What follows belongs to an exercise in optimizing a design on an open flow for small area, a short achievable clock period and few clock cycles; a production flow would make more cautious choices.
Function was not checked in any run shown here: the RTL went through the layout flow alone.
Power is estimated from default activity; no workload was simulated.

`flow/config.mk`:
```
export PLATFORM = sky130hd
export DESIGN_NAME = openblt_transport
export DESIGN_NICKNAME = openblt_transport
export VERILOG_FILES = /design/flow/design.v
export SDC_FILE = /design/flow/constraint.sdc
export NUM_CORES = 4
export LEC_CHECK = 0
export CAP_MARGIN = 20
export CORE_MARGIN = 2
export CORE_UTILIZATION = 50
export CTS_CLUSTER_DIAMETER = 80
export CTS_CLUSTER_SIZE = 30
export SLEW_MARGIN = 20
export SYNTH_HIERARCHICAL = 1
```
`flow/constraint.sdc`:
```
create_clock -name core_clock -period 10.0 [get_ports {clk}]
set_input_delay 2.0000 -clock core_clock [delete_from_list [all_inputs] [get_ports {clk}]]
set_output_delay 2.0000 -clock core_clock [all_outputs]
set_load 0.01 [all_outputs]
```
`flow/design.v`:
```
module openblt_transport (
    input  wire         clk,
    input  wire         rst,             
    input  wire         cmd_valid,
    output wire         cmd_ready,
    input  wire [15:0]  cmd,
    input  wire [31:0]  arg_len,
    input  wire         dbuf_we,
    input  wire [255:0] dbuf_wdata,      
    output reg  [1:0]   status,
    output wire [31:0]  result,
    output wire [7:0]   pkt_len,
    output wire [255:0] pkt_data,        
    input  wire [31:0]  now_ms,
    input  wire [31:0]  now_tick,
    output reg          pf_rx_req,
    input  wire         pf_rx_valid,
    input  wire [7:0]   pf_rx_data,
    output reg          pf_tx_valid,
    output wire [7:0]   pf_tx_data,
    input  wire         pf_tx_done,
    input  wire         pf_tx_ok,
    output reg          mb_rx_req,
    input  wire         mb_rx_valid,
    input  wire [7:0]   mb_rx_data,
    output reg          mb_tx_valid,
    output reg          mb_tx_last,
    output wire [7:0]   mb_tx_data,
    input  wire         mb_tx_done,
    input  wire         mb_tx_ok,
    output reg          mb_de
);
    localparam [7:0]  NODE_ID       = 8'h01;
    localparam [7:0]  FUNCTION_CODE = 8'h50;
    localparam [31:0] MB_T35        = 32'd403;
    localparam [31:0] PF_TIMEOUT_MS = 32'd100;
    localparam [1:0] ST_OK = 2'd0, ST_RANGE = 2'd1, ST_HW = 2'd2, ST_ILLEGAL = 2'd3;
    localparam [3:0] S_IDLE  = 4'd0,    
                     S_POLL  = 4'd1,    
                     S_BLK   = 4'd2,    
                     S_PF0   = 4'd3,    
                     S_PFTX  = 4'd4,    
                     S_MB0   = 4'd5,    
                     S_PRE   = 4'd6,    
                     S_MBTX  = 4'd7,    
                     S_POST  = 4'd8,    
                     S_INIT  = 4'd9;    
    localparam [2:0] F_NODE = 3'd0, F_FC = 3'd1, F_LEN = 3'd2, F_PAY = 3'd3,
                     F_CLO  = 3'd4, F_CHI = 3'd5;
    function [15:0] crc_step;
        input [15:0] c;
        input [7:0]  b;
        integer k;
        reg [15:0] x;
        begin
            x = c ^ {8'h00, b};
            for (k = 0; k < 8; k = k + 1)
                x = x[0] ? ((x >> 1) ^ 16'hA001) : (x >> 1);
            crc_step = x;
        end
    endfunction
    reg        rdy;
    reg [3:0]  state;
    reg        pf_last_q;       
    reg        poll_mb;         
    reg [5:0]  n_q;             
    reg        len_ok_q;        
    reg        len_le_q;        
    reg [5:0]  idx;             
    reg [3:0]  maddr;           
    reg [15:0] wq;              
    reg [8:0]  wcnt;            
    reg [2:0]  phase;           
    reg        tx_fail;
    reg [7:0]  pf_txd;          
    reg [7:0]  mb_txd;          
    reg [15:0] crc_w;           
    reg [15:0] res;             
    reg [5:0]  pkt_len6;        
    reg        pf_init_q;       
    reg        crc_init_q;      
    reg        crc_byte_q;      
    reg [7:0]  imm_q;           
    reg        rxv_q;           
    reg [7:0]  rxd_q;
    reg [7:0]  dbuf  [0:31];
    reg [7:0]  pkt   [0:31];
    reg        pf_st;           
    reg [4:0]  pf_cnt;
    reg [5:0]  pf_exp;
    reg [31:0] pf_last_ms;
    reg [7:0]  pf_buf [0:31];
    reg [15:0] crc_reg;
    reg [5:0]  mb_cnt;
    reg        mb_sync;
    reg [31:0] mb_last_tick;
    reg [7:0]  mb_pay [0:31];
    reg        mb_hdr;          
    reg [5:0]  mb_len;          
    reg [7:0]  mb_b1, mb_b2;
    reg [15:0] crc_run;
    reg        mb_ok;           
    integer i;
    assign cmd_ready  = rdy;
    assign result     = {16'd0, res};
    assign pkt_len    = {2'b00, pkt_len6};
    assign pf_tx_data = pf_txd;
    assign mb_tx_data = mb_txd;
    genvar g;
    generate
        for (g = 0; g < 32; g = g + 1) begin : g_pkt
            assign pkt_data[8*g +: 8] = pkt[g];
        end
    endgenerate
    wire       c_acc, c_rdy, c_pf_req, c_mb_req;
    wire       c_pf_init, c_crc_init, c_crc_byte, c_rd, c_t35;
    wire       c_pf_last, c_mb_last, c_len_ok, c_len_le;
    wire [3:0] c_state;
    wire [1:0] c_status;
    wire [15:0] c_res;
    wire [15:0] crc_now = crc_init_q ? 16'hFFFF :
                          crc_byte_q ? crc_step(crc_reg, imm_q) : crc_reg;
    openblt_transport_dec u_dec (
        .cmd_valid(cmd_valid), .rdy(rdy), .cmd(cmd), .arg_len(arg_len),
        .pf_rx_valid(pf_rx_valid), .mb_rx_valid(mb_rx_valid),
        .status(status), .res(res), .crc_now(crc_now), .res_nx(c_res),
        .acc(c_acc), .rdy_nx(c_rdy), .state_nx(c_state), .status_nx(c_status),
        .pf_req(c_pf_req), .mb_req(c_mb_req),
        .pf_init(c_pf_init), .crc_init(c_crc_init), .crc_byte(c_crc_byte),
        .rd(c_rd), .t35(c_t35), .pf_last_we(c_pf_last), .mb_last_we(c_mb_last),
        .len_ok(c_len_ok), .len_le(c_len_le)
    );
    wire [24:0] ms_hi_p1 = pf_last_ms[31:7] + 25'd1;
    wire [7:0]  ms_lim   = {1'b0, pf_last_ms[6:0]} + PF_TIMEOUT_MS[7:0];
    wire [6:0]  pf_t;       
    assign pf_t[0] = (now_ms[31:20] == pf_last_ms[31:20]);
    assign pf_t[1] = (now_ms[19:7]  == pf_last_ms[19:7]);
    assign pf_t[2] = ({1'b0, now_ms[6:0]} < ms_lim);
    assign pf_t[3] = (now_ms[31:20] == ms_hi_p1[24:13]);
    assign pf_t[4] = (now_ms[19:7]  == ms_hi_p1[12:0]);
    assign pf_t[5] = ms_lim[7] && (now_ms[6:0] < ms_lim[6:0]);
    assign pf_t[6] = (now_ms[6:0] >= pf_last_ms[6:0]);
    wire [22:0] tk_hi_p1 = mb_last_tick[31:9] + 23'd1;
    wire [9:0]  tk_lim   = {1'b0, mb_last_tick[8:0]} + MB_T35[9:0];
    wire [6:0]  mb_t;
    assign mb_t[0] = (now_tick[31:20] == mb_last_tick[31:20]);
    assign mb_t[1] = (now_tick[19:9]  == mb_last_tick[19:9]);
    assign mb_t[2] = ({1'b0, now_tick[8:0]} < tk_lim);
    assign mb_t[3] = (now_tick[31:20] == tk_hi_p1[22:11]);
    assign mb_t[4] = (now_tick[19:9]  == tk_hi_p1[10:0]);
    assign mb_t[5] = tk_lim[9] && (now_tick[8:0] < tk_lim[8:0]);
    assign mb_t[6] = (now_tick[8:0] >= mb_last_tick[8:0]);
    reg [6:0] pf_t_q, mb_t_q;
    wire pf_late = !(pf_t_q[6] ? (pf_t_q[0] & pf_t_q[1] & pf_t_q[2])
                               : (pf_t_q[3] & pf_t_q[4] & pf_t_q[5]));
    wire mb_late = !(mb_t_q[6] ? (mb_t_q[0] & mb_t_q[1] & mb_t_q[2])
                               : (mb_t_q[3] & mb_t_q[4] & mb_t_q[5]));
    wire       pf_st1    = pf_st & ~pf_late;
    wire [5:0] pf_cnt_p1 = {1'b0, pf_cnt} + 6'd1;
    wire       pf_start  = rxv_q & ~pf_st1 & (rxd_q >= 8'd1) & (rxd_q <= 8'd32);
    wire       pf_del    = rxv_q & pf_st1 & (pf_cnt_p1 == pf_exp);
    wire       mb_clear  = mb_late & ~mb_sync;
    wire       mb_sync1  = mb_sync & ~mb_late;
    wire       mb_del    = mb_clear & mb_ok;
    wire [5:0] mb_cnt1   = mb_clear ? 6'd0 : mb_cnt;
    wire do_poll = (state == S_POLL);
    wire del_pf  = do_poll & ~poll_mb & pf_del;
    wire del_mb  = do_poll &  poll_mb & mb_del;
    wire [15:0] dword    = {dbuf[{maddr, 1'b1}], dbuf[{maddr, 1'b0}]};
    wire [7:0]  wbyte    = idx[0] ? wq[15:8] : wq[7:0];    
    wire [5:0]  idx_p2   = idx + 6'd2;
    wire        blk_one  = (idx + 6'd1 == n_q);           
    wire [15:0] crc_w_nx = crc_step(crc_w, mb_txd);
    reg [31:0] pk_en_pf, pk_en_mb;
    always @(*) begin
        for (i = 0; i < 32; i = i + 1) begin
            pk_en_pf[i] = del_pf && i < pf_exp;
            pk_en_mb[i] = del_mb && i < mb_len;
        end
    end
    always @(posedge clk) begin
        if (dbuf_we && rdy)
            for (i = 0; i < 32; i = i + 1)
                dbuf[i] <= dbuf_wdata[8*i +: 8];
        if (rdy) begin
            pf_buf[pf_cnt] <= pf_rx_data;
            if (mb_cnt >= 6'd3 && mb_cnt <= 6'd34)
                mb_pay[mb_cnt - 6'd3] <= mb_rx_data;
        end
        for (i = 0; i < 32; i = i + 1)
            pkt[i] <= ({8{pk_en_pf[i]}} & pf_buf[i]) | ({8{pk_en_mb[i]}} & mb_pay[i]) |
                      ({8{~(pk_en_pf[i] | pk_en_mb[i])}} & pkt[i]);
        pkt_len6 <= ({6{del_pf}} & pf_exp) | ({6{del_mb}} & mb_len) |
                    ({6{~(del_pf | del_mb)}} & pkt_len6);
    end
    always @(posedge clk) begin
        rxv_q  <= cmd[13] ? mb_rx_valid : pf_rx_valid;
        rxd_q  <= cmd[13] ? mb_rx_data  : pf_rx_data;
        pf_t_q <= pf_t;
        mb_t_q <= mb_t;
        imm_q  <= cmd[7:0];
    end
    always @(posedge clk) begin
        if (rst)
            mb_ok <= 1'b0;
        else
            mb_ok <= mb_hdr && ({1'b0, mb_len} + 7'd5 == {1'b0, mb_cnt}) &&
                     (crc_run == {mb_b1, mb_b2});
    end
    wire pft_idle = (state == S_IDLE);
    wire pft_ld   = (state == S_PFTX) & pf_tx_done & pf_tx_ok;
    wire mbt_idle = (state == S_IDLE);
    wire mbt_ld   = (state == S_MBTX) & mb_tx_done & mb_tx_ok;
    reg [7:0] mb_next;
    always @(*) begin
        case (phase)
        F_NODE:  mb_next = FUNCTION_CODE;
        F_FC:    mb_next = {2'b00, n_q};
        F_CLO:   mb_next = crc_w[15:8];
        default: mb_next = (idx == n_q) ? crc_w_nx[7:0] : wbyte;
        endcase
    end
    always @(posedge clk) begin
        pf_txd <= ({8{pft_idle}} & arg_len[7:0]) | ({8{pft_ld}} & wbyte) |
                  ({8{~(pft_idle | pft_ld)}} & pf_txd);
        mb_txd <= ({8{mbt_idle}} & NODE_ID) | ({8{mbt_ld}} & mb_next) |
                  ({8{~(mbt_idle | mbt_ld)}} & mb_txd);
    end
    always @(posedge clk) begin
        if (c_pf_last)
            pf_last_ms <= now_ms;
        if (c_mb_last)
            mb_last_tick <= now_tick;
    end
    reg        b_rdy, b_pf_req, b_mb_req;
    reg [3:0]  b_state;
    reg [1:0]  b_status;
    reg [15:0] b_res;
    always @(*) begin
        b_rdy    = 1'b0;
        b_state  = state;
        b_status = status;
        b_res    = res;
        b_pf_req = pf_rx_req;
        b_mb_req = mb_rx_req;
        case (state)
        S_POLL: begin
            b_rdy    = 1'b1;
            b_state  = S_IDLE;
            b_pf_req = 1'b0;
            b_mb_req = 1'b0;
            b_res    = {15'd0, poll_mb ? mb_del : pf_del};
        end
        S_BLK: if (!len_ok_q || blk_one || idx_p2 == n_q) begin
            b_status = len_le_q ? ST_OK : ST_RANGE;
            b_rdy    = 1'b1;
            b_state  = S_IDLE;
        end
        S_PF0: if (len_ok_q)
            b_state = S_PFTX;
        else begin
            b_status = ST_RANGE;
            b_rdy    = 1'b1;
            b_state  = S_IDLE;
        end
        S_PFTX: if (pf_tx_done && (!pf_tx_ok || pf_last_q)) begin
            b_status = pf_tx_ok ? ST_OK : ST_HW;
            b_rdy    = 1'b1;
            b_state  = S_IDLE;
        end
        S_MB0: if (len_ok_q)
            b_state = S_PRE;
        else begin
            b_status = ST_RANGE;
            b_rdy    = 1'b1;
            b_state  = S_IDLE;
        end
        S_PRE: if (wcnt[2:0] == 3'd4)
            b_state = S_MBTX;
        S_MBTX: if (mb_tx_done && (!mb_tx_ok || phase == F_CHI))
            b_state = S_POST;
        S_POST: if (wcnt[1:0] == 2'd2) begin
            b_status = tx_fail ? ST_HW : ST_OK;
            b_rdy    = 1'b1;
            b_state  = S_IDLE;
        end
        S_INIT: if (!mb_rx_valid && wcnt == MB_T35[8:0]) begin
            b_mb_req = 1'b0;
            b_rdy    = 1'b1;
            b_state  = S_IDLE;
        end
        default: begin
            b_rdy   = 1'b1;
            b_state = S_IDLE;
        end
        endcase
    end
    wire        n_rdy, n_pf_req, n_mb_req;
    wire [3:0]  n_state;
    wire [1:0]  n_status;
    wire [15:0] n_res;
    openblt_transport_sel #(.W(25)) u_sel (
        .s(rdy),
        .a({c_rdy, c_state, c_status, c_res, c_pf_req, c_mb_req}),
        .b({b_rdy, b_state, b_status, b_res, b_pf_req, b_mb_req}),
        .y({n_rdy, n_state, n_status, n_res, n_pf_req, n_mb_req})
    );
    always @(posedge clk) begin
        if (rst) begin
            rdy       <= 1'b1;
            state     <= S_IDLE;
            status    <= ST_OK;
            res       <= 16'd0;
            pf_rx_req <= 1'b0;
            mb_rx_req <= 1'b0;
        end else begin
            rdy       <= n_rdy;
            state     <= n_state;
            status    <= n_status;
            res       <= n_res;
            pf_rx_req <= n_pf_req;
            mb_rx_req <= n_mb_req;
        end
    end
    always @(posedge clk)
        pf_last_q <= (idx == n_q);
    always @(posedge clk) begin
        if (rst) begin
            pf_st       <= 1'b0;
            pf_cnt      <= 5'd0;
            pf_init_q   <= 1'b0;
            crc_init_q  <= 1'b0;
            crc_byte_q  <= 1'b0;
            crc_reg     <= 16'hFFFF;
            mb_cnt      <= 6'd0;
            mb_sync     <= 1'b0;
            mb_hdr      <= 1'b0;
            mb_de       <= 1'b0;
            pf_tx_valid <= 1'b0;
            mb_tx_valid <= 1'b0;
            mb_tx_last  <= 1'b0;
        end else begin
            pf_init_q  <= c_pf_init;
            crc_init_q <= c_crc_init;
            crc_byte_q <= c_crc_byte;
            if (pf_init_q) begin
                pf_st  <= 1'b0;
                pf_cnt <= 5'd0;
            end
            if (state != S_BLK)
                crc_reg <= crc_now;
            case (state)
            S_IDLE: begin
                n_q      <= arg_len[5:0];
                len_ok_q <= c_len_ok;
                len_le_q <= c_len_le;
                idx      <= 6'd0;
                maddr    <= 4'd1;
                wq       <= (dbuf_we ? dbuf_wdata[15:0] : {dbuf[1], dbuf[0]});
                phase    <= F_NODE;
                crc_w    <= 16'hFFFF;
                tx_fail  <= 1'b0;
                wcnt     <= 9'd0;
                poll_mb  <= cmd[13];
            end
            S_POLL: begin
                if (!poll_mb) begin
                    if (!rxv_q) begin
                        pf_st <= pf_st1;
                        if (!pf_st1)
                            pf_cnt <= 5'd0;
                    end else if (!pf_st1) begin
                        pf_st  <= pf_start;
                        pf_cnt <= 5'd0;
                        pf_exp <= rxd_q[5:0];
                    end else if (pf_del) begin
                        pf_st  <= 1'b0;
                        pf_cnt <= 5'd0;
                    end else
                        pf_cnt <= pf_cnt + 5'd1;
                end else begin
                    if (!rxv_q || mb_sync1) begin
                        mb_cnt  <= mb_cnt1;
                        mb_sync <= mb_sync1;
                    end else if (mb_cnt1 == 6'd37) begin
                        mb_cnt  <= 6'd0;
                        mb_sync <= 1'b1;
                    end else begin
                        mb_cnt  <= mb_cnt1 + 6'd1;
                        mb_sync <= 1'b0;
                        mb_b1   <= rxd_q;
                        mb_b2   <= mb_b1;
                        crc_run <= (mb_cnt1 < 6'd2) ? 16'hFFFF : crc_step(crc_run, mb_b2);
                        if (mb_cnt1 == 6'd0)
                            mb_hdr <= (rxd_q == NODE_ID);
                        if (mb_cnt1 == 6'd1)
                            mb_hdr <= mb_hdr & (rxd_q == FUNCTION_CODE);
                        if (mb_cnt1 == 6'd2) begin
                            mb_hdr <= mb_hdr & (rxd_q[7:6] == 2'b00) & (rxd_q != 8'd0);
                            mb_len <= rxd_q[5:0];
                        end
                    end
                end
            end
            S_BLK: begin
                if (len_ok_q)
                    crc_reg <= blk_one ? crc_step(crc_reg, wq[7:0])
                                       : crc_step(crc_step(crc_reg, wq[7:0]), wq[15:8]);
                idx   <= idx_p2;
                wq    <= dword;
                maddr <= maddr + 4'd1;
            end
            S_PF0:
                pf_tx_valid <= len_ok_q;
            S_PFTX: if (pf_tx_done) begin
                if (!pf_tx_ok || pf_last_q)
                    pf_tx_valid <= 1'b0;
                else begin
                    idx <= idx + 6'd1;
                    if (idx[0]) begin
                        wq    <= dword;
                        maddr <= maddr + 4'd1;
                    end
                end
            end
            S_MB0:
                mb_de <= len_ok_q;
            S_INIT: begin
                mb_cnt  <= 6'd0;
                mb_sync <= 1'b0;
                if (mb_rx_valid)
                    wcnt <= 9'd0;
                else
                    wcnt <= wcnt + 9'd1;
            end
            S_PRE: begin
                wcnt <= wcnt + 9'd1;
                if (wcnt[2:0] == 3'd4)
                    mb_tx_valid <= 1'b1;
            end
            S_MBTX: if (mb_tx_done) begin
                if (!mb_tx_ok || phase == F_CHI) begin
                    mb_tx_valid <= 1'b0;
                    mb_tx_last  <= 1'b0;
                    tx_fail     <= !mb_tx_ok;
                    wcnt        <= 9'd0;
                end else begin
                    if (phase != F_CLO)
                        crc_w <= crc_w_nx;
                    case (phase)
                    F_NODE: phase <= F_FC;
                    F_FC:   phase <= F_LEN;
                    F_CLO:  begin phase <= F_CHI; mb_tx_last <= 1'b1; end
                    default: begin  
                        phase <= F_PAY;
                        if (idx == n_q)
                            phase <= F_CLO;
                        else begin
                            idx <= idx + 6'd1;
                            if (idx[0]) begin
                                wq    <= dword;
                                maddr <= maddr + 4'd1;
                            end
                        end
                    end
                    endcase
                end
            end
            S_POST: begin
                wcnt <= wcnt + 9'd1;
                if (wcnt[1:0] == 2'd2)
                    mb_de <= 1'b0;
            end
            default: ;
            endcase
        end
    end
endmodule
module openblt_transport_dec (
    input  wire        cmd_valid,
    input  wire        rdy,
    input  wire [15:0] cmd,
    input  wire [31:0] arg_len,
    input  wire        pf_rx_valid,
    input  wire        mb_rx_valid,
    input  wire [1:0]  status,
    input  wire [15:0] res,
    input  wire [15:0] crc_now,      
    output wire [15:0] res_nx,       
    output wire        acc,          
    output wire        rdy_nx,
    output wire [3:0]  state_nx,
    output wire [1:0]  status_nx,    
    output wire        pf_req,
    output wire        mb_req,
    output wire        pf_init,
    output wire        crc_init,
    output wire        crc_byte,
    output wire        rd,           
    output wire        t35,          
    output wire        pf_last_we,   
    output wire        mb_last_we,   
    output wire        len_ok,       
    output wire        len_le        
);
    wire       imm0 = (cmd[7:0] == 8'h00);
    wire [7:0] hi   = cmd[15:8];
    assign acc = cmd_valid & rdy;
    wire d_pf_init  = imm0 && hi == 8'h10;
    wire d_pf_tx    = imm0 && hi == 8'h11;
    wire d_pf_poll  = imm0 && hi == 8'h12;
    wire d_crc_init = imm0 && hi == 8'h20;
    wire d_crc_byte = hi == 8'h21;
    wire d_crc_read = imm0 && hi == 8'h22;
    wire d_crc_blk  = imm0 && hi == 8'h23;
    wire d_mb_init  = imm0 && hi == 8'h30;
    wire d_mb_tx    = imm0 && hi == 8'h31;
    wire d_mb_poll  = imm0 && hi == 8'h32;
    wire d_t35      = imm0 && hi == 8'h33;
    wire d_legal    = d_pf_init | d_pf_tx | d_pf_poll | d_crc_init | d_crc_byte |
                      d_crc_read | d_crc_blk | d_mb_init | d_mb_tx | d_mb_poll | d_t35;
    wire len_hi0  = (arg_len[31:6] == 26'd0);
    assign len_le = len_hi0 && (!arg_len[5] || arg_len[4:0] == 5'd0);
    assign len_ok = len_le && (arg_len[5:0] != 6'd0);
    wire go_poll = acc & (d_pf_poll | d_mb_poll);
    wire go_blk  = acc & d_crc_blk;
    wire go_pftx = acc & d_pf_tx;
    wire go_mbtx = acc & d_mb_tx;
    wire go_init = acc & d_mb_init;
    assign rdy_nx    = !(go_poll | go_blk | go_pftx | go_mbtx | go_init);
    assign state_nx  = {go_init, go_mbtx, go_blk | go_pftx, go_poll | go_pftx | go_mbtx | go_init};
    assign status_nx = !acc ? status : !d_legal ? 2'd3 : 2'd0;
    assign res_nx    = rd ? crc_now : t35 ? 16'd403 : res;
    assign pf_req    = acc & d_pf_poll;
    assign mb_req    = acc & (d_mb_poll | d_mb_init);
    assign pf_init   = acc & d_pf_init;
    assign crc_init  = acc & d_crc_init;
    assign crc_byte  = acc & d_crc_byte;
    assign rd        = acc & d_crc_read;
    assign t35       = acc & d_t35;
    assign pf_last_we = acc & d_pf_poll & pf_rx_valid;
    assign mb_last_we = acc & d_mb_poll & mb_rx_valid;
endmodule
module openblt_transport_sel #(
    parameter integer W = 1
) (
    input  wire         s,
    input  wire [W-1:0] a,
    input  wire [W-1:0] b,
    output wire [W-1:0] y
);
    assign y = s ? a : b;
endmodule
```
`flow/flow/run.sh`:
```
#!/bin/bash
set -euo pipefail
export BUFFER_PORTS_ARGS="-buffer_cell sky130_fd_sc_hd__buf_1"
export SETUP_SLACK_MARGIN="${FLOW_SETUP_MARGIN:-6.7}"
bash standard.sh > standard.log 2>&1
```
`flow/standard.sh`:
```
#!/bin/bash
# synth_recipe.tcl (not shown) runs the flow's synth.tcl, then flattens the netlist and writes it again
# the make line also repeats each setting of config.mk as NAME=value (left out here)
make -C /OpenROAD-flow-scripts/flow DESIGN_CONFIG=/design/flow/config.mk WORK_HOME=/design/flow/orfs CLKGATE_MAP_FILE= SYNTH_SCRIPT=/design/flow/synth_recipe.tcl "${@:-finish}"
```
==> flow_summary.ini, run 1 <==
[run_status]
status = finished clean

[placed_design]
gp_congestion = 0.903
placed_cells = 6089
io_buffer_count = 696
dp_slack_ns = 5.38
dp_hpwl_um = 109000

[routing]
drt-total-wl_um = 158000
dr_total_vias = 36000
drt-initial-drc-count = 3388
antenna_left = 0
dr.pass1.iters = 5
avgViaCountPerCell = 5.76
routedWlPerCell_um = 25.3
drc_errors = 0

[critical_path]
crit_type = input pin to flip-flop
critPathArrivalTime_ns = 3.86
cp_max_fo = 11
cp.required_ns = 10.55
critPathCaptureType = flip-flop
cp_top_family = simple AND/OR/NAND/NOR gates
crit_path_max_incr_delay_ns = 0.58
cp_cell_sequence = buf_2 -> or4_4 -> or4_1 -> a21oi_2 -> o21ai_1 -> mux2_4 -> nor2b_1
startpoint_type = input pin
crit_slowest_cell = or4_4
cp_num_buf_inv = 1

[die]
core_area_um2 = 104000
start_util_pct = 50.6
die_y_um = 328
fp-row-count = 118
die-width_um = 328
dieArea_um2 = 108000
pin_count = 715

[grt]
grt_pass1_wl_um = 226000
antenna_found_initial = 13
grt_max_degree = 173
first_global_vias = 33700
grtUsageTotal_pct = 28.5
overflow = 0

[sta]
worst_pin_slew_ns = 1.18
maxSlewViolCount = 0
rsz0062_at_grt = yes
finalSetupViolCount = 0
max_freq_mhz = 302
setup_slack_ns = 6.68
fin_worst_skew_ns = 0.0513
setup_tns_ns = 0
max_slew_margin_pct = 20.6
fin_crit_ns = 3.32
fin_crit_sh_pct = 33.2
fin_hold_ws_ns = 0.447
finalHoldViolations = 0

[min_path]
hold_path.class = flip-flop to flip-flop

[cells_and_area]
multiInputGateArea_um2 = 16500
drive_gt1_share_pct = 14.6
fin_nets = 5263
regArea_um2 = 35900
syn_to_final_growth_pct = 14.3
stdcell_count = 6245
fill_cells = 8659

[clock_tree]
clock_latency_ns = 0.73
cts.sinks = 1313
cts.path.max_buffers = 3
cts_tree = yes
clk_pin_slew_ns = 0.10
cts_max_level = 2
cts_buffers = 56
cts_root_buf = clkbuf_16

[power_and_ir_drop]
power_mw = 9.28
powerDensity_nw_per_um2 = 155
p_leak_nw = 21.5
ir_worst_vdd_mv = 0.135

[logic_synthesis]
ys_warn_count = 9
synth_area_per_cell_um2 = 12.8
syn_area_um2 = 52500
postSynthCellCount = 4100

[run]
max-cap-violations = 0
[routing by layer]
layer	global-route usage, %	vias up	part of all wire, %
met3	4.48	269	7.2
li1	-	16500	-
met2	48.0	1539	49
met5	0	-	0.056
met4	10.3	12	4.0
met1	37.3	17600	40
[area by class of cell]
cell class	instances	area share, %
Multi-Input combinational cell	2595	27.5
Antenna cell	7	0.0292
Clock buffer	81	2.57
Tap cell	1380	2.88
Sequential cell	1313	59.8
Clock inverter	23	0.473
Inverter	59	0.373
Timing Repair Buffer	787	6.35
[worst reg2reg max path: stages (launching register included)]
cell and delay [ns]:
edfxtp_1 0.35, buf_6 0.46, nor2_1 0.30, and2_1 0.48, nand2_1 0.17, o21ai_0 0.08
a221o_1 0.31, a2111oi_4 0.61, a21oi_1 0.16
[final timing paths]
path / startpoint / endpoint / slack, ns / cells past startpoint
setup / recovery: cmd[9] / status[1]$_SDFF_PP0_ / 6.68 / 7
hold / removal: pkt[17][3]$_DFF_P_ / pkt[17][3]$_DFF_P_ / 0.45 / 2
setup reg to reg: maddr[2]$_SDFFCE_PP0P_ / wq[0]$_DFFE_PP_ / 6.82 / 8
hold reg to reg: pkt[17][3]$_DFF_P_ / pkt[17][3]$_DFF_P_ / 0.45 / 2
[layout by cell type (no fill, tap or decap), drive strengths merged, types with 56 or more instances in the layout]
master,n
a21oi,136
a22oi,301
buf,714
clkbuf,154
dfxtp,373
edfxtp,940
ha,57
inv,68
nand2,704
nand3,82
nor2,284
nor2b,56
o21ai,77
xnor2,155
xor2,90
[where the power goes]
part | total, mW | switching [mW] | internal, mW
combinational | 0.441 | 0.286 | 0.156
clock | 2.91 | 1.77 | 1.14
sequential | 5.93 | 0.0414 | 5.89
total | 9.28 | 2.09 | 7.19
[metrics by stage]
| stage | area [µm²] | utilization, % |
|---|---|---|
| floorplan | 52800 | - |
| global placement | 56700 | 54.6 |
| detailed placement | 56700 | 54.7 |
| CTS | 59200 | 57.1 |
| global route | 60000 | 57.9 |
| finish | 60100 | 57.9 |
[timing repair]
item | 4_1_cts | 5_1_grt
cloned | 0 | 4
hold buffers | 0 | 0
gates resized for setup | 342 | 152
buffers inserted | 1 | 40
pin swaps | 0 | 6
endpoints found under the hold margin | 0 | 0
setup endpoints to repair | 567 | 566
==> inputs of run 2 (changes only) <==
==> flow/flow/run.sh (replaced) <==
#!/bin/bash
set -euo pipefail
export BUFFER_PORTS_ARGS="-buffer_cell sky130_fd_sc_hd__buf_1"
export SETUP_SLACK_MARGIN="${FLOW_SETUP_MARGIN:-7.2}"
bash standard.sh > standard.log 2>&1
==> run 2 against run 1 <==
  * Area after synthesis did not move
  * Clock skew down 0.014 ns
  * First-iteration DRC count is 8.6% higher
  * Hold slack gained 0.0049 ns
  * Clock power grew 2%
  * Clock-buffer cell count grew 4
  * Power up 0.84%
  * Critical path type is now flip-flop to output pin
  * Largest power group unchanged
==> flow_summary.ini, run 2 <==
[sta]
rsz0062_at_grt = yes
worst_pin_slew_ns = 1.13
fin_worst_skew_ns = 0.0371
fin_crit_sh_pct = 32.8
setup_slack_ns = 6.72
maxSlewViolCount = 0
fin_crit_ns = 3.28
finalHoldViolations = 0
setup_tns_ns = 0
max_slew_margin_pct = 24.3
max_freq_mhz = 305
finalSetupViolCount = 0

[power_and_ir_drop]
powerDensity_nw_per_um2 = 145
switchingPower_mw = 2.11
combPwrFrac_pct = 5.1
seqPwrFrac_pct = 63.3
p_leak_nw = 23.3
switching_share_pct = 22.6
ir_worst_vdd_mv = 0.195
pwr-share-clk_pct = 31.6
internal-power_mw = 7.24

[grt]
grt_max_degree = 74
first_global_vias = 35500
overflow = 0
antenna_found_initial = 22
grtUsageTotal_pct = 29.7
grt_pass1_wl_um = 236000

[run]
max-cap-violations = 0

[clock_tree]
cts_root_buf = clkbuf_16
cts.path.max_buffers = 3
cts_buffers = 56
cts_max_level = 2
clock_latency_ns = 0.72
clk_pin_slew_ns = 0.11
ctsHoldBuffers = 0
cts.sinks = 1313
cts_tree = yes

[routing]
avgViaCountPerCell = 5.76
m1WireLength_um = 63300
drt-total-wl_um = 164000
dr_total_vias = 36800
antenna_left = 0
met3_length_um = 11900
drc_errors = 0
dr.pass1.iters = 6
wl_met2_um = 82400
top_layer_used = met5
routedWlPerCell_um = 25.7
drt-initial-drc-count = 3681

[critical_path]
crit_path_max_incr_delay_ns = 0.36
cp_top_family = flip-flops
crit_cells = 2
critPathCaptureType = output pin
cp_cell_sequence = buf_12 -> buf_6
crit_type = flip-flop to output pin
critPathArrivalTime_ns = 1.28
cp_max_fo = 2
ff2ff_path_depth = 12
cp_num_buf_inv = 2
cp.required_ns = 8.00
crit_slowest_cell = dfxtp_4
startpoint_type = flip-flop

[placed_design]
io_buffer_count = 696
placed_cells = 6098
dp_slack_ns = 5.76
gp_congestion = 0.862
dp_hpwl_um = 109000

[die]
fp-row-count = 118
core_area_um2 = 104000
start_util_pct = 50.6
die_y_um = 328
die-width_um = 328
dieArea_um2 = 108000
pin_count = 715

[logic_synthesis]
ys_warn_count = 9
syn_area_um2 = 52500
synth_area_per_cell_um2 = 12.8
postSynthCellCount = 4100

[cells_and_area]
fin_nets = 5390
layout_commonest_cell = edfxtp_1
drive_gt1_share_pct = 25.8
stdcell_count = 6381
syn_to_final_growth_pct = 23.0
final_cell_mix = edfxtp_1, nand2_1, buf_1

[run_status]
status = finished clean

[min_path]
worstHoldPathCells = 2
hold_path.class = flip-flop to flip-flop
[run 2: stage by stage]
step                area, µm²  hold WS [ns]  total power [mW]  util, %
floorplan               53200         0.432              6.28        -
global placement        57100         0.429              6.50     55.0
detailed placement      57100         0.432              6.50     55.0
CTS                     63700         0.454              9.39     61.4
global route            64600         0.468              9.61     62.2
finish                  64600         0.452              9.36     62.2
[run 2: final cells by class]
cell class / instances / area (µm²)
tap: 1380 / 1730
inverter: 59 / 224
clock buffer: 85 / 1580
antenna: 14 / 35.0
fill: 8089 / 39200
sequential: 1313 / 36300
timing repair buffer: 909 / 6960
multi-input combinational: 2600 / 17500
clock inverter: 21 / 302
[run 2: worst reg2reg max path: stages, from the launching register on]
cell,delay [ns]
edfxtp_1,0.52
ha_1,0.32
and2_1,0.20
o21ai_0,0.15
o311ai_0,0.15
o31a_1,0.16
o311ai_2,0.31
or2_2,0.19
o31ai_1,0.09
nor3_1,0.21
nor2_1,0.06
mux2_4,0.26
nor2b_1,0.13
[run 2: power groups by stage]
stage | sequential, mW | clock (mW) | combinational, mW
2_1_floorplan | 6.05 | 0 | 0.230
3_3_place_gp | 6.06 | 0 | 0.433
3_5_place_dp | 6.07 | 0 | 0.434
4_1_cts | 5.92 | 2.99 | 0.466
5_1_grt | 5.93 | 3.18 | 0.507
6_report | 5.92 | 2.96 | 0.475
[run 2: repair_timing]
item,CTS,global route
gates cloned,15,0
pin swaps,30,15
setup endpoints to repair,1245,1055
setup buffers,92,56
endpoints found under the hold margin,0,0
resized for setup,1251,118
[run 2: worst paths after layout]
check | slack [ns] | startpoint | end
hold / removal | 0.45 | pkt[30][4]$_DFF_P_ | pkt[30][4]$_DFF_P_
hold reg to reg | 0.45 | pkt[30][4]$_DFF_P_ | pkt[30][4]$_DFF_P_
setup reg to reg | 7.13 | idx[1]$_DFFE_PP_ | status[0]$_SDFF_PP0_
setup / recovery | 6.72 | rdy$_SDFF_PP1_ | cmd_ready
[run 2: metal layers]
metal	vias up	GRT usage [%]
met2	1660	51.4
li1	16800	-
met5	-	0
met3	275	4.73
met1	18000	37.5
met4	8	11.4
==> inputs of run 3 (changes only) <==
==> flow/flow/run.sh (replaced) <==
#!/bin/bash
set -euo pipefail
export BUFFER_PORTS_ARGS="-buffer_cell sky130_fd_sc_hd__buf_1"
export SETUP_SLACK_MARGIN="${FLOW_SETUP_MARGIN:-6.4}"
bash standard.sh > standard.log 2>&1
==> run 3 against run 2 <==
  * Sequential share of layout area grew 4.7 points
  * Power down 0.71%
  * Critical path depth up 1
  * Synthesized cell count unchanged
  * Wire length decreased by 5.1%
  * Highest routed layer unchanged
  * Utilization fell by 5.7 points
  * Register-to-register slack got worse by 0.62 ns
==> flow_summary.ini, run 3 <==
[grt]
grtUsageTotal_pct = 28.1
first_global_vias = 33700
grt_pass1_wl_um = 223000
antenna_found_initial = 14
overflow = 0
grt_max_degree = 81

[sta]
finalHoldViolations = 0
fin_crit_ns = 3.51
fin_crit_sh_pct = 35.1
max_slew_margin_pct = 21.0
fin_worst_skew_ns = 0.0413
maxSlewViolCount = 0
setup_tns_ns = 0
rsz0062_at_grt = yes
max_freq_mhz = 285
worst_pin_slew_ns = 1.18
finalSetupViolCount = 0

[min_path]
hold_path.class = flip-flop to flip-flop

[critical_path]
critPathArrivalTime_ns = 3.86
critPathCaptureType = flip-flop
cp.required_ns = 10.35
crit_path_max_incr_delay_ns = 0.66
cp_top_family = buffers and inverters
crit_type = input pin to flip-flop
cp_cell_sequence = buf_1 -> and2_4 -> buf_4
cp_num_buf_inv = 2
crit_slowest_cell = buf_4
startpoint_type = input pin
cp_max_fo = 60

[placed_design]
placed_area_um2 = 56700
dp_hpwl_um = 108000
placed_cells = 6091
gp_congestion = 0.880
io_buffer_count = 696

[die]
pin_count = 715
dieArea_um2 = 108000
core_area_um2 = 104000
die-width_um = 328
start_util_pct = 50.6
die_y_um = 328
fp-row-count = 118

[power_and_ir_drop]
ir_worst_vdd_mv = 0.138
powerDensity_nw_per_um2 = 158
p_leak_nw = 20.3

[routing]
drc_errors = 0
routedWlPerCell_um = 25.1
dr.pass1.iters = 7
drt-initial-drc-count = 3070
antenna_left = 0
dr_total_vias = 35400
avgViaCountPerCell = 5.70
drt-total-wl_um = 156000

[cells_and_area]
layout_commonest_cell = edfxtp_1
syn_to_final_growth_pct = 11.8
final_area_um2 = 58700
utilization_pct = 56.6
final_cell_mix = edfxtp_1, nand2_1, buf_1
drive_gt1_share_pct = 6.57
stdcell_count = 6212
fin_nets = 5228

[clock_tree]
clock_latency_ns = 0.72
cts.path.max_buffers = 3
cts_tree = yes
cts.sinks = 1313
cts_max_level = 2
clk_pin_slew_ns = 0.11
cts_root_buf = clkbuf_16
cts_buffers = 56

[run_status]
status = finished clean

[logic_synthesis]
synth_area_per_cell_um2 = 12.8
postSynthCellCount = 4100
ys_warn_count = 9
syn_area_um2 = 52500

[run]
max-cap-violations = 0
[run 3: through the flow]
stage               setup slack, ns  total power [mW]  hold WS, ns
floorplan                      5.62              6.27        0.432
CTS                            6.44              9.34        0.424
detailed placement             5.37              6.49        0.433
global route                   6.33              9.55        0.439
global placement               5.44              6.49        0.429
finish                         6.49              9.29        0.427
[run 3: metal layers]
metal  share of wire [%]  global-route usage, %
met1                  40                   36.8
met4                 4.6                   12.2
met5               0.038                      0
met2                  48                   47.0
met3                 6.9                   3.82
[run 3: cell type report]
cell class / count / area [µm²]
diodes: 8 / 20.0
clock buffers: 80 / 1570
clock inverters: 25 / 293
fillers: 8830 / 45100
inverters: 59 / 221
multi-input cells: 2594 / 16100
flip-flops and latches: 1313 / 35700
well taps: 1380 / 1730
repair buffers: 753 / 3080
[run 3: worst register-to-register path, cell delays in order (launching register included)]
cell and delay, ns:
dfxtp_1 0.59, nand3_1 0.48, nor3_1 0.33, xnor2_1 0.14
nor4_4 0.38, nand2_2 0.07, buf_4 0.32, a21oi_2 0.57
nor2_1 0.33, nand2_1 0.14, nand2_1 0.06
[run 3: where the power goes]
| group | total, mW | internal [mW] | switching (mW) |
|---|---|---|---|
| logic | 0.430 | 0.151 | 0.278 |
| registers | 5.94 | 5.90 | 0.0396 |
| clock network | 2.92 | 1.16 | 1.76 |
| total | 9.29 | 7.21 | 2.08 |
[run 3: repair_timing]
action | 4_1_cts | 5_1_grt
gates resized for setup | 18 | 10
hold buffers | 0 | 0
endpoints found under the setup margin | 333 | 181
pin swaps | 1 | 0
buffers inserted | 0 | 6
gates cloned | 1 | 1
[run 3: worst paths after layout]
path,cells after the start,start,to,slack [ns]
max,3,dbuf_we,dbuf[30][6]$_DFFE_PP_,6.49
min,2,mb_pay[3][4]$_DFFE_PP_,pkt[3][4]$_DFF_P_,0.43
max reg2reg,10,pf_cnt[2]$_SDFF_PP0_,pkt[3][2]$_DFF_P_,6.51
min reg2reg,2,mb_pay[3][4]$_DFFE_PP_,pkt[3][4]$_DFF_P_,0.43
==> inputs of run 4 (changes only) <==
==> flow/flow/run.sh (replaced) <==
#!/bin/bash
set -euo pipefail
export BUFFER_PORTS_ARGS="-buffer_cell sky130_fd_sc_hd__buf_1"
export SETUP_SLACK_MARGIN="${FLOW_SETUP_MARGIN:-6.7}"
bash standard.sh > standard.log 2>&1
--- a/flow/config.mk
+++ b/flow/config.mk
@@ -7,7 +7,7 @@
 export LEC_CHECK = 0
 export CAP_MARGIN = 20
 export CORE_MARGIN = 2
-export CORE_UTILIZATION = 50
+export CORE_UTILIZATION = 60
 export CTS_CLUSTER_DIAMETER = 80
 export CTS_CLUSTER_SIZE = 30
 export SLEW_MARGIN = 20
==> run 4 against run 3 <==
  * Hold slack better by 0.019 ns
  * Non-clock buffer count down 5
  * Power down 1.3%
  * Via count up 1.0%
  * Global-route usage up 4.8 points
  * Clock skew down 0.0068 ns
  * Die area down 16%
  * First-iteration DRC count up 14%
  * Final cell count down 3.6%
  * Critical path type is now flip-flop to output pin
  * Critical endpoint is now pkt_data[149]
  * Largest cell class unchanged
==> flow_summary.ini, run 4 <==
[run_status]
status = finished clean

[power_and_ir_drop]
powerDensity_nw_per_um2 = 156
p_leak_nw = 20.6
ir_worst_vdd_mv = 0.157

[min_path]
worstHoldPathCells = 2
hold_path.class = flip-flop to flip-flop

[cells_and_area]
multiInputGateArea_um2 = 16500
layout_commonest_cell = edfxtp_1
regArea_um2 = 35800
final_cell_mix = edfxtp_1, nand2_1, buf_1
final_area_um2 = 58900
utilization_pct = 67.9
fin_nets = 5222
drive_gt1_share_pct = 9.59
fill_cells = 6625
syn_to_final_growth_pct = 12.1

[critical_path]
cp_cell_sequence = buf_1
startpoint_type = flip-flop
cp_num_buf_inv = 1
crit_type = flip-flop to output pin
cp_max_fo = 2
critPathArrivalTime_ns = 1.29
cp_top_family = flip-flops
rrSetupSlack_ns = 6.74
crit_path_max_incr_delay_ns = 0.44
cp.required_ns = 8.00
crit_slowest_cell = dfxtp_1
crit_cells = 1
ff2ff_path_depth = 8
critPathCaptureType = output pin

[sta]
setup_tns_ns = 0
worst_pin_slew_ns = 1.24
max_freq_mhz = 304
rsz0062_at_grt = yes
finalHoldViolations = 0
setup_slack_ns = 6.71
finalSetupViolCount = 0
fin_hold_ws_ns = 0.446
fin_crit_sh_pct = 32.9
fin_crit_ns = 3.29
fin_worst_skew_ns = 0.0345
maxSlewViolCount = 0
max_slew_margin_pct = 16.5

[logic_synthesis]
postSynthCellCount = 4100
syn_area_um2 = 52500
synth_area_per_cell_um2 = 12.8
ys_warn_count = 9

[routing]
avgViaCountPerCell = 5.98
routedWlPerCell_um = 25.3
antenna_left = 0
drt-total-wl_um = 152000
dr_total_vias = 35800
drc_errors = 0
drt-initial-drc-count = 3490
dr.pass1.iters = 10

[placed_design]
gp_congestion = 0.929
io_buffer_count = 696
dp_slack_ns = 5.52
dp_hpwl_um = 106000
placed_area_um2 = 56400

[grt]
grt_max_degree = 107
grtUsageTotal_pct = 32.9
grt_pass1_wl_um = 219000
first_global_vias = 33700
antenna_found_initial = 24
overflow = 0

[clock_tree]
cts.path.max_buffers = 3
cts_root_buf = clkbuf_16
cts_tree = yes
ctsHoldBuffers = 0
cts.sinks = 1313
cts_max_level = 2
clock_latency_ns = 0.69
cts_buffers = 54
clk_pin_slew_ns = 0.11

[run]
max-cap-violations = 0

[die]
dieArea_um2 = 89900
pin_count = 715
start_util_pct = 60.5
core_area_um2 = 86800
die_y_um = 300
fp-row-count = 108
die-width_um = 300
run 4: layer usage:
metal  routed length, µm  vias up  global-route usage [%]
li1                    -    16400                       -
met3               11800      310                    4.75
met2               75200     1656                    55.8
met1               57600    17400                    42.6
met4                7050        8                    14.1
met5                  46        -                       0
run 4: final timing paths:
check                                            start           endpoint
worst max-delay path                pkt[18][5]$_DFF_P_      pkt_data[149]
worst min-delay path                 pkt[4][1]$_DFF_P_  pkt[4][1]$_DFF_P_
worst max register to register  maddr[3]$_SDFFCE_PP0P_    wq[3]$_DFFE_PP_
worst min register to register       pkt[4][1]$_DFF_P_  pkt[4][1]$_DFF_P_
run 4: per-stage QoR:
stage               power [mW]  cells
finish                    9.17   5988
global route              9.41   5985
CTS                       9.19   5969
detailed placement        6.48   5862
global placement          6.48   5861
floorplan                 6.27   4117
run 4: timing repair:
action | CTS | global route
setup buffers | 3 | 1
endpoints found under the hold margin | 0 | 0
endpoints found under the setup margin | 666 | 399
pin swaps | 0 | 4
resized for setup | 131 | 100
gates cloned | 2 | 2
run 4: where the power goes:
part	switching, mW	total (mW)	internal, mW
logic	0.277	0.432	0.154
registers	0.0405	5.94	5.90
clock network	1.70	2.80	1.10
run 4: layout make-up:
class	instances	share of cell area, %
multi-input cells	2595	28.0
repair buffers	748	5.41
clock inverters	18	0.370
diodes	16	0.0680
inverters	59	0.376
well taps	1155	2.45
flip-flops and latches	1313	60.8
clock buffers	84	2.58

==> afterwards: timing with drivers on the ports <==
How much do the figures lean on ideal ports? The routed layouts below were timed once more, with nothing changed but the port constraints. Step 1 sets driving cells, clkbuf_16 on the clock port and buf_2 on the other inputs (assumed; they add their load-dependent delay and slew). Step 2 times the ports against the registers' clock, not the clock port: input delays grow and output delays shrink by t, the midpoint of the rising clock arrivals with the driver on. Three values: ideal ports, drivers, drivers and shift; two values: the first two.
run | shift t [ns] | setup slack, ns | hold slack, ns | worst setup path after step 2 | latest minus earliest clock arrival (ns)
run 1 | 0.785 | 6.684 / 6.654 / 5.961 | 0.447 / 0.447 / 0.447 | input to register | 0.052 / 0.052
run 2 | 0.772 | 6.724 / 6.651 / 6.093 | 0.452 / 0.452 / 0.452 | input to register | 0.039 / 0.038
run 3 | 0.778 | 6.489 / 6.463 / 5.689 | 0.427 / 0.427 / 0.427 | input to register | 0.047 / 0.046
run 4 | 0.740 | 6.711 / 6.639 / 6.054 | 0.446 / 0.446 / 0.446 | input to register | 0.041 / 0.041
After both steps setup and hold are still met in every run listed. The setup slack of run 3, which loses most, moves by -0.026 ns with the drivers and by -0.800 ns with both steps.
